Context: an optimization exercise on an open-source flow, tuned for small area, a short achievable clock period and few clock cycles per item. The choices shown serve that exercise and are no tape-out recipe. At most, simulation tests tie the RTL to the original design; equivalence was not proved.

== rev 12 ==
==> flow/design.v <==
module map_unit (
    input  wire        clk,
    input  wire        rst,
    input  wire        in_valid,
    output wire        in_ready,
    input  wire [15:0] isize,     
    input  wire [15:0] osize,     
    output reg         out_valid,
    output reg  [15:0] out_idx,
    output reg  [15:0] out_fnum,
    output reg         out_last,
    output reg         out_err
);
    reg         busy;           
    reg         div;            
    reg         p2;             
    reg  [3:0]  step;           
    reg  [15:0] q;              
    reg  [15:0] r;              
    reg  [15:0] nd;             
    reg  [15:0] cnt;            
    assign in_ready = ~busy;
    wire        dv  = div | p2;
    wire [16:0] x   = dv ? {out_fnum, div & q[15]} : {1'b0, out_fnum};
    wire [17:0] t   = {1'b0, x} + {2'b01, nd} + 18'd1;    
    wire        c   = t[17];                              
    wire [15:0] s   = out_fnum + r;
    wire [15:0] z   = dv ? x[15:0] : s;
    wire [15:0] fn  = c ? t[15:0] : z;
    wire [15:0] qs  = {q[14:0], c};
    wire [15:0] ix0 = out_idx + q;
    wire [15:0] ix1 = ix0 + 16'd1;
    wire [15:0] ix  = c ? ix1 : ix0;
    wire        last_next = (cnt == 16'd2);
    wire        in_zero  = (isize == 16'd0) || (osize == 16'd0);
    wire        in_one   = (osize == 16'd1);
    wire        in_small = (isize[15:8] == 8'd0);
    always @(posedge clk) begin
        if (rst) begin
            busy      <= 1'b0;
            div       <= 1'b0;
            p2        <= 1'b0;
            out_valid <= 1'b0;
        end else if (!busy) begin
            out_valid <= in_valid;
            busy      <= in_valid & ~in_zero & ~in_one;
            div       <= 1'b1;
            p2        <= 1'b0;
        end else if (div) begin
            out_valid <= (step == 4'd0);
            if (step == 4'd0) begin
                div  <= 1'b0;
                p2   <= ~last_next;
                busy <= ~last_next;
            end
        end else begin
            out_valid <= 1'b1;
            p2        <= 1'b0;
            busy      <= ~last_next;
        end
    end
    always @(posedge clk) begin
        if (!busy) begin
            out_idx  <= 16'd0;
            out_fnum <= 16'd0;
            out_last <= in_zero | in_one;
            out_err  <= in_zero;
            q        <= in_small ? {isize[7:0], 8'd0} : isize;
            step     <= in_small ? 4'd7 : 4'd15;
            r        <= ~osize;
            nd       <= ~osize;
            cnt      <= osize;
        end else if (div) begin
            step     <= step - 4'd1;
            q        <= qs;
            out_idx  <= qs;
            out_fnum <= fn;
            if (step == 4'd0) begin
                out_last <= last_next;
                cnt      <= cnt - 16'd1;
            end
        end else begin
            out_idx  <= p2 ? qs : ix;
            out_fnum <= fn;
            out_last <= last_next;
            cnt      <= cnt - 16'd1;
            if (p2) begin
                r  <= out_fnum;
                nd <= s;
            end
        end
    end
endmodule
clock: 10.0 ns
lec_check: 0
cap_margin: 20
core_margin: 2
core_utilization: 40
setup_slack_margin: 5
slew_margin: 20
run.sh (not shown) runs the stock make flow with config.mk's settings and CLKGATE_MAP_FILE= SYNTH_SCRIPT=/design/flow/synth_recipe.tcl, a recipe that flattens the netlist after the stock synthesis.
Testbench counts of rev 12, summed over its fixed seeds: cycles 12,861, items 10,186.
Inputs modified between rev 12 and rev 13:
==> flow/design.v <==
module map_unit (
    input  wire        clk,
    input  wire        rst,
    input  wire        in_valid,
    output wire        in_ready,
    input  wire [15:0] isize,     
    input  wire [15:0] osize,     
    output reg         out_valid,
    output reg  [15:0] out_idx,
    output reg  [15:0] out_fnum,
    output reg         out_last,
    output reg         out_err
);
    reg         busy;           
    reg         div;            
    reg  [3:0]  step;           
    reg  [15:0] q;              
    reg  [15:0] r;              
    reg  [15:0] osz;
    reg  [15:0] cnt;            
    assign in_ready = ~busy;
    wire [16:0] a   = div ? {out_fnum, q[15]} : {1'b0, out_fnum};
    wire [16:0] s   = a + {1'b0, r};
    wire [17:0] t   = {1'b0, s} - {2'b0, osz};
    wire        c   = ~t[17];                   
    wire [15:0] fn  = c ? t[15:0] : s[15:0];
    wire [15:0] qs  = {q[14:0], c};             
    wire [15:0] ix  = out_idx + q + {15'd0, c};
    wire        last_next = (cnt == 16'd2);
    wire        in_zero = (isize == 16'd0) || (osize == 16'd0);
    wire        in_one  = (osize == 16'd1);
    wire        in_small = (isize[15:8] == 8'd0);
    always @(posedge clk) begin
        if (rst) begin
            busy      <= 1'b0;
            div       <= 1'b0;
            out_valid <= 1'b0;
        end else if (!busy) begin
            out_valid <= in_valid;
            busy      <= in_valid & ~in_zero & ~in_one;
            div       <= 1'b1;
        end else if (div) begin
            out_valid <= (step == 4'd0);
            if (step == 4'd0) begin
                div  <= 1'b0;
                busy <= ~last_next;
            end
        end else begin
            out_valid <= 1'b1;
            busy      <= ~last_next;
        end
    end
    always @(posedge clk) begin
        if (!busy) begin
            out_idx  <= 16'd0;
            out_fnum <= 16'd0;
            out_last <= in_zero | in_one;
            out_err  <= in_zero;
            q        <= in_small ? {isize[7:0], 8'd0} : isize;
            step     <= in_small ? 4'd7 : 4'd15;
            r        <= 16'd0;
            osz      <= osize;
            cnt      <= osize;
        end else if (div) begin
            step     <= step - 4'd1;
            q        <= qs;
            out_idx  <= qs;
            out_fnum <= fn;
            if (step == 4'd0) begin
                r        <= fn;
                out_last <= last_next;
                cnt      <= cnt - 16'd1;
            end
        end else begin
            out_idx  <= ix;
            out_fnum <= fn;
            out_last <= last_next;
            cnt      <= cnt - 16'd1;
        end
    end
endmodule
--- outcome ---
Rev 12 → rev 13: sequential share of layout area saw a decrease, slew at the pin closest to its max-slew limit climbed 0.050 ns, total die area now smaller. Setup slack (lower): rev 13. Going from rev 12 to rev 13, number of buffers outside the clock class in the layout grows by 25. sky130_fd_sc_hd__clkdlybuf4s50_1 as the most common cell after layout, fill and taps aside was reported by rev 13, and sky130_fd_sc_hd__nand2_1 by rev 12.
Function not checked in rev 13: the RTL went through the layout flow alone.

* * *

## lagoon
map_unit, a different RTL version from the one above (not shown whole).
Size in the first run: ~820 cells after synthesis, about 71 I/O pins, roughly 7300 um^2 of cells after synthesis.
==> module map_unit, before the edit <==
module map_unit (
    input  wire        clk,
    input  wire        rst,
    input  wire        in_valid,
    output reg         in_ready,
    input  wire [15:0] isize,     
    input  wire [15:0] osize,     
    output reg         out_valid,
    output reg  [15:0] out_idx,
    output reg  [15:0] out_fnum,
    output reg         out_last,
    output reg         out_err
);
    reg         busy;           
    reg         div;            
    reg         dv;             
    wire        p2 = dv & ~div;             
    reg         b;              
    reg  [15:0] q;              
    reg  [15:0] r;              
    reg  [15:0] nd;             
    reg  [15:0] cnt;            
    function [31:0] skl16;
        input [15:0] a, bb;
        reg   [15:0] g, p;
        integer l, j, m;
        begin
            g = a & bb;
            p = a ^ bb;
            for (l = 0; l < 4; l = l + 1)
                for (j = 0; j < 16; j = j + 1)
                    if ((j >> l) & 1) begin
                        m = ((j >> l) << l) - 1;
                        g[j] = g[j] | (p[j] & g[m]);
                        p[j] = p[j] & p[m];
                    end
            skl16 = {g, p};
        end
    endfunction
    wire [16:0] x   = {dv ? out_fnum[15:8] : {1'b0, out_fnum[15:9]},
                       dv ? {out_fnum[7:0], b} : out_fnum[8:0]};
    wire [17:0] t   = {1'b0, x} + {2'b01, nd} + 18'd1;    
    wire        c   = t[17];                              
    wire [31:0] sgp = skl16(out_fnum, r);
    wire [15:0] s   = (out_fnum ^ r) ^ {sgp[30:16], 1'b0};
    wire [15:0] z   = {dv ? x[15:8] : s[15:8], dv ? x[7:0] : s[7:0]};
    wire [15:0] fn  = c ? t[15:0] : z;
    wire [31:0] igp = skl16(out_idx, q);
    wire [15:0] ipx = out_idx ^ q;
    wire [15:0] ix0 = ipx ^ {igp[30:16], 1'b0};
    wire [15:0] ix1 = ipx ^ {igp[30:16] | igp[14:0], 1'b1};
    wire [15:0] ix  = c ? ix1 : ix0;           
    wire [15:0] above;                         
    assign above[15] = 1'b0;
    genvar k;
    generate
        for (k = 14; k >= 0; k = k - 1) begin : g_above
            assign above[k] = above[k+1] | r[k+1];
        end
    endgenerate
    wire [15:0] ptr = r & ~above;
    wire        bn  = |(q & {1'b0, ptr[15:1]});      
    wire        div_done = ~|r[15:1];
    wire        last_next = (cnt == 16'd2);
    reg  [15:0] cdec;
    reg         zb;
    integer m;
    always @(*) begin
        zb = 1'b1;
        for (m = 0; m < 16; m = m + 1) begin
            cdec[m] = cnt[m] ^ zb;
            zb      = zb & ~cnt[m];
        end
    end
    wire        in_zero = (isize == 16'd0) || (osize == 16'd0);
    wire        in_last = in_zero || (osize[15:1] == 15'd0);
    always @(posedge clk) begin
        if (rst) begin
            busy      <= 1'b0;
            in_ready  <= 1'b1;
            div       <= 1'b0;
            dv        <= 1'b0;
            out_valid <= 1'b0;
        end else if (!busy) begin
            out_valid <= in_valid;
            busy      <= in_valid;
            in_ready  <= ~in_valid;
            div       <= 1'b1;
            dv        <= 1'b1;
        end else if (div) begin
            out_valid <= div_done & ~out_last;
            if (out_last) begin
                busy     <= 1'b0;
                in_ready <= 1'b1;
                div      <= 1'b0;
                dv       <= 1'b0;
            end else if (div_done) begin
                div      <= 1'b0;
                dv       <= ~last_next;
                busy     <= ~last_next;
                in_ready <= last_next;
            end
        end else begin
            out_valid <= 1'b1;
            dv        <= 1'b0;
            busy      <= ~last_next;
            in_ready  <= last_next;
        end
    end
    integer i;
    always @(posedge clk) begin
        if (!busy) begin
            out_idx  <= 16'd0;
            out_fnum <= 16'd0;
            out_last <= in_last;
            out_err  <= in_zero;
            b        <= 1'b1;              
            q        <= isize;
            r        <= isize;
            nd       <= ~osize;
            cnt      <= osize;
        end else if (div) begin
            for (i = 0; i < 16; i = i + 1)
                if (ptr[i]) begin
                    q[i]       <= c;
                    out_idx[i] <= c;
                end
            b        <= bn;
            r        <= div_done ? nd : {1'b0, r[15:1]};
            out_fnum <= fn;
            if (div_done) begin
                out_last <= last_next;
                cnt      <= cdec;
            end
        end else begin
            out_idx  <= ix;
            out_fnum <= fn;
            out_last <= last_next;
            cnt      <= cdec;
            if (p2) begin
                r  <= out_fnum;
                nd <= s;
            end
        end
    end
endmodule
==> flow/config.mk <==
export PLATFORM = sky130hd
export DESIGN_NAME = map_unit
export DESIGN_NICKNAME = map_unit
export VERILOG_FILES = /design/flow/design.v
export SDC_FILE = /design/flow/constraint.sdc
export NUM_CORES = 4
export LEC_CHECK = 0
export CAP_MARGIN = 20
export CORE_MARGIN = 2
export CORE_UTILIZATION = 40
export SLEW_MARGIN = 20
==> flow/constraint.sdc <==
create_clock -name core_clock -period 10.0 [get_ports {clk}]
set_input_delay 2.0000 -clock core_clock [delete_from_list [all_inputs] [get_ports {clk}]]
set_output_delay 2.0000 -clock core_clock [all_outputs]
set_load 0.01 [all_outputs]
standard.sh (not shown) runs the stock make flow with config.mk's settings and CLKGATE_MAP_FILE= SYNTH_SCRIPT=/design/flow/synth_recipe.tcl, a recipe that flattens the netlist after the stock synthesis.
==> flow/flow/run.sh <==
#!/bin/bash
set -euo pipefail
MARGIN=7
BUFCELL=sky130_fd_sc_hd__buf_2
sed -e 's/ SETUP_SLACK_MARGIN=[0-9.]*//' \
    -e "s/\"\${@:-finish}\"/SETUP_SLACK_MARGIN=$MARGIN BUFFER_PORTS_ARGS='-buffer_cell $BUFCELL' &/" \
    standard.sh > standard_margin.sh
bash standard_margin.sh > standard.log 2>&1
--- input diff lagoon..raven ---
==> flow/design.v <==
module map_unit (
    input  wire        clk,
    input  wire        rst,
    input  wire        in_valid,
    output reg         in_ready,
    input  wire [15:0] isize,     
    input  wire [15:0] osize,     
    output reg         out_valid,
    output reg  [15:0] out_idx,
    output reg  [15:0] out_fnum,
    output reg         out_last,
    output reg         out_err
);
    reg         busy;           
    reg         div;            
    reg         p2;             
    reg         dvl, dvh;       
    reg         b;              
    reg  [15:0] q;              
    reg  [15:0] r;              
    reg  [15:0] nd;             
    reg  [15:0] cnt;            
    function [31:0] skl16;
        input [15:0] a, bb;
        reg   [15:0] g, p;
        integer l, j, m;
        begin
            g = a & bb;
            p = a ^ bb;
            for (l = 0; l < 4; l = l + 1)
                for (j = 0; j < 16; j = j + 1)
                    if ((j >> l) & 1) begin
                        m = ((j >> l) << l) - 1;
                        g[j] = g[j] | (p[j] & g[m]);
                        p[j] = p[j] & p[m];
                    end
            skl16 = {g, p};
        end
    endfunction
    wire [16:0] x   = {dvh ? out_fnum[15:8] : {1'b0, out_fnum[15:9]},
                       dvl ? {out_fnum[7:0], b} : out_fnum[8:0]};
    wire [17:0] t   = {1'b0, x} + {2'b01, nd} + 18'd1;    
    wire        c   = t[17];                              
    wire [31:0] sgp = skl16(out_fnum, r);
    wire [15:0] s   = (out_fnum ^ r) ^ {sgp[30:16], 1'b0};
    wire [15:0] z   = {dvh ? x[15:8] : s[15:8], dvl ? x[7:0] : s[7:0]};
    wire [15:0] fn  = c ? t[15:0] : z;
    wire [31:0] igp = skl16(out_idx, q);
    wire [15:0] icy = {igp[30:16] | (igp[14:0] & {15{c}}), c};
    wire [15:0] ix  = (out_idx ^ q) ^ icy;     
    wire [15:0] above;                         
    assign above[15] = 1'b0;
    genvar k;
    generate
        for (k = 14; k >= 0; k = k - 1) begin : g_above
            assign above[k] = above[k+1] | r[k+1];
        end
    endgenerate
    wire [15:0] ptr = r & ~above;
    wire        bn  = |(q & {1'b0, ptr[15:1]});      
    wire        div_done = ~|r[15:1];
    wire        last_next = (cnt == 16'd2);
    reg  [15:0] cdec;
    reg         zb;
    integer m;
    always @(*) begin
        zb = 1'b1;
        for (m = 0; m < 16; m = m + 1) begin
            cdec[m] = cnt[m] ^ zb;
            zb      = zb & ~cnt[m];
        end
    end
    wire        in_zero = (isize == 16'd0) || (osize == 16'd0);
    wire        in_last = in_zero || (osize[15:1] == 15'd0);
    always @(posedge clk) begin
        if (rst) begin
            busy      <= 1'b0;
            in_ready  <= 1'b1;
            div       <= 1'b0;
            p2        <= 1'b0;
            dvl       <= 1'b0;
            dvh       <= 1'b0;
            out_valid <= 1'b0;
        end else if (!busy) begin
            out_valid <= in_valid;
            busy      <= in_valid;
            in_ready  <= ~in_valid;
            div       <= 1'b1;
            p2        <= 1'b0;
            dvl       <= 1'b1;
            dvh       <= 1'b1;
        end else if (div) begin
            out_valid <= div_done & ~out_last;
            if (out_last) begin
                busy     <= 1'b0;
                in_ready <= 1'b1;
                div      <= 1'b0;
                dvl      <= 1'b0;
                dvh      <= 1'b0;
            end else if (div_done) begin
                div      <= 1'b0;
                p2       <= ~last_next;
                dvl      <= ~last_next;
                dvh      <= ~last_next;
                busy     <= ~last_next;
                in_ready <= last_next;
            end
        end else begin
            out_valid <= 1'b1;
            p2        <= 1'b0;
            dvl       <= 1'b0;
            dvh       <= 1'b0;
            busy      <= ~last_next;
            in_ready  <= last_next;
        end
    end
    integer i;
    always @(posedge clk) begin
        if (!busy) begin
            out_idx  <= 16'd0;
            out_fnum <= 16'd0;
            out_last <= in_last;
            out_err  <= in_zero;
            b        <= 1'b1;              
            q        <= isize;
            r        <= isize;
            nd       <= ~osize;
            cnt      <= osize;
        end else if (div) begin
            for (i = 0; i < 16; i = i + 1)
                if (ptr[i]) begin
                    q[i]       <= c;
                    out_idx[i] <= c;
                end
            b        <= bn;
            r        <= div_done ? nd : {1'b0, r[15:1]};
            out_fnum <= fn;
            if (div_done) begin
                out_last <= last_next;
                cnt      <= cdec;
            end
        end else begin
            out_idx  <= ix;
            out_fnum <= fn;
            out_last <= last_next;
            cnt      <= cdec;
            if (p2) begin
                r  <= out_fnum;
                nd <= s;
            end
        end
    end
endmodule
--- outcome ---
- Compared to lagoon, raven has utilization after layout 1.9 points higher.
- NOTE post-CTS setup repair buffer count lagoon->raven increased by more than half
- Against lagoon, the final cell area of raven is higher.
- raven leaves less setup margin than lagoon.
- Sequential area share after synthesis in raven vs lagoon: up 1.2 points
- raven: post-route clock period utilization 0.43 points above lagoon
No functional check of the RTL was part of any run of this note.

## static timing again, ports no longer ideal
The flow's constraints put no driver on any port. The routed layouts listed below were extracted and timed again, unchanged, in two steps.
Step 1 sets driving cells, clkbuf_16 on the clock port and buf_2 on the other inputs (assumed; they add their load-dependent delay and slew).
Step 2, shift: input delay + t, output delay - t, t = (earliest + latest rising clock arrival at the registers) / 2. This alone moves slack from input paths to output paths.
Slacks: ideal ports / drivers / drivers and shift; pairs: ideal ports / drivers.
| run | shift t [ns] | setup slack, ns | hold WS [ns] | worst setup path at the end |
|---|---|---|---|---|
| rev 12 | 0.396 | 6.228 / 6.228 / 5.966 | 0.548 / 0.548 / 0.548 | input to register |
| rev 13 | 0.402 | 4.300 / 4.300 / 4.300 | 0.462 / 0.462 / 0.462 | register to register |
| lagoon | 0.405 | 6.906 / 6.906 / 6.727 | 0.486 / 0.486 / 0.486 | input to register |
| raven | 0.403 | 6.863 / 6.863 / 6.692 | 0.481 / 0.481 / 0.481 | input to register |
After both steps setup and hold are still met in every run listed. For rev 12, which loses most, drivers alone change the setup slack by 0.000 ns; drivers and shift together by -0.262 ns.
